This is an optimization exercise on Yosys and OpenROAD, whose aim is a short achievable clock period and few clock cycles per item, not a production implementation.
Function was checked by simulation only, so behaviour that the tests miss may differ from the original.

Setup of ember:
// ts_indexer
module ts_indexer (
    input  wire        clk,
    input  wire        rst,
    input  wire        start,
    input  wire        cfg_sync_abort,
    input  wire        cfg_keyframe_zero,
    input  wire [63:0] start_offset,
    input  wire        in_valid,
    output wire        in_ready,
    input  wire [7:0]  in_data,
    input  wire        in_last,
    output reg         rec_valid,
    input  wire        rec_ready,
    output reg  [63:0] rec_offset,
    output reg  [46:0] rec_pcr_ns,
    output reg  [63:0] rec_duration_ns,
    output reg         rec_keyframe,
    output wire        done,
    output reg  [3:0]  term,
    output reg  [7:0]  trunc_bytes,
    output reg  [63:0] offset,
    output reg  [31:0] pkt_count,
    output reg  [31:0] sync_faults,
    output reg  [63:0] fault_off,
    output reg  [31:0] malformed,
    output reg  [31:0] discont,
    output reg  [31:0] idx_count,
    output reg         pcr_seen,
    output reg  [46:0] pcr_base_ns,
    output reg  [46:0] pcr_prev_ns,
    output reg  [63:0] duration_ns,
    output reg  [28:0] last_delta_ns,
    output reg  [63:0] bitrate_bps
);
    localparam [3:0] TERM_NONE = 4'd0,
                     TERM_EOS  = 4'd1,
                     TERM_SYNC = 4'd6;
    localparam [7:0] EC_DIV = 8'd64;
    localparam [20:0] FIVE9 = 21'd1953125;    
    reg        done_q;
    reg        active;
    reg        rdy_q;
    reg        st1;             
    reg        pend;            
    reg        pend_age;        
    reg        pend_kf;
    reg        sync_abort_l;
    reg        keyframe_zero_l;
    reg [63:0] start_off_l;
    assign done     = done_q;
    assign in_ready = rdy_q;
    wire start_h = start && done_q && !rec_valid;
    reg       v1;
    reg [7:0] d1;
    reg       l1;
    reg [7:0] ic;               
    wire fire = in_valid && rdy_q;
    reg [7:0]  bc;              
    reg        c187;            
    reg        sync_ok;
    reg        has_af;
    reg [7:0]  af_len;
    reg        fl_pcr, fl_rai;
    reg [47:0] pcr_field;
    reg [63:0] prev_off;
    reg [63:0] off_i;
    reg [31:0] pkt_i, sf_i, malf_i, disc_i, idx_i;
    reg [46:0] prev_ns_i;
    reg [63:0] dur_i;
    reg [28:0] ld_i;
  ...
==> flow/config.mk <==
export PLATFORM = sky130hd
export DESIGN_NAME = ts_indexer
export DESIGN_NICKNAME = ts_indexer
export VERILOG_FILES = /design/flow/design.v
export SDC_FILE = /design/flow/constraint.sdc
export NUM_CORES = 4
export LEC_CHECK = 0
export ABC_CLOCK_PERIOD_IN_PS = 3000
export CAP_MARGIN = 20
export CORE_MARGIN = 2
export CORE_UTILIZATION = 55
export SETUP_SLACK_MARGIN = 5
export SLEW_MARGIN = 20
==> flow/constraint.sdc <==
create_clock -name core_clock -period 11.5 [get_ports {clk}]
set_input_delay 2.3000 -clock core_clock [delete_from_list [all_inputs] [get_ports {clk}]]
set_output_delay 2.3000 -clock core_clock [all_outputs]
set_load 0.01 [all_outputs]
standard.sh (not shown) runs the stock make flow with config.mk's settings and CLKGATE_MAP_FILE= SYNTH_SCRIPT=/design/flow/synth_recipe.tcl, a recipe that flattens the netlist after the stock synthesis.
==> flow/flow/run.sh <==
#!/bin/bash
# Own layout flow: the standard synthesis and layout steps, with the
# port buffers made as buf_4 cells and timing repair aimed well below the
# clock period (the SDC and clock period are unchanged).
set -euo pipefail
bash standard.sh synth > synth.log 2>&1
bash standard.sh \
  "BUFFER_PORTS_ARGS=-buffer_cell sky130_fd_sc_hd__buf_4" \
  SETUP_SLACK_MARGIN=8 \
  finish > layout.log 2>&1
Testbench counts of ember, summed over its fixed seeds: cycles 886,468, packets 4,698.
Input-level comparison between yarrow and ember:
==> flow/run.sh (new file) <==
#!/bin/bash
# synth_recipe.tcl (not shown) runs the flow's synth.tcl, then flattens the netlist and writes it again
# the make line also repeats each setting of config.mk as NAME=value (left out here)
make -C /OpenROAD-flow-scripts/flow DESIGN_CONFIG=/design/flow/config.mk WORK_HOME=/design/flow/orfs CLKGATE_MAP_FILE= SYNTH_SCRIPT=/design/flow/synth_recipe.tcl finish
removed: flow/flow/run.sh
removed: flow/standard.sh
--- outcome ---
- Compared yarrow against ember; final worst hold slack within noise.
- Comparing yarrow with ember, the count of non-CTS inverters in the layout came out essentially unchanged.
- Reported for yarrow and ember, number of distinct library cells after synthesis turned out identical to the last digit.
- ember has a higher routed wire length than yarrow.
- yarrow ends up with a worst setup margin that is 570 ps lower than in ember.
- Note that the routed length on met3 recorded for ember amounts to 1.17 times the value seen in yarrow.
- Count of flip-flops with a built-in enable after synthesis came out exactly the same in yarrow and ember.

[what the ideal ports hide]
In the flow no input, the clock included, has a driving cell. The finished layouts below were timed again as built, in two steps.
Step 1, drivers: a clkbuf_16 drives clk and a buf_2 each remaining input, both assumed.
Step 2 times the ports against the registers' clock, not the clock port: input delays grow and output delays shrink by t, the midpoint of the rising clock arrivals with the driver on.
Slacks: ideal ports / drivers / drivers and shift; pairs: ideal ports / drivers.
run	t (ns)	setup WS [ns]	worst setup path at the end	latest minus earliest clock arrival (ns)	worst register clock-pin slew, ns
ember	0.943	7.617 / 7.535 / 7.285	input to register	0.035 / 0.035	0.07 / 0.07
yarrow	0.944	7.046 / 7.054 / 6.150	input to register	0.037 / 0.037	0.07 / 0.07
After both steps every run listed still meets setup and hold. The setup slack of yarrow, which loses most, moves by +0.008 ns with the drivers and by -0.896 ns with both steps.
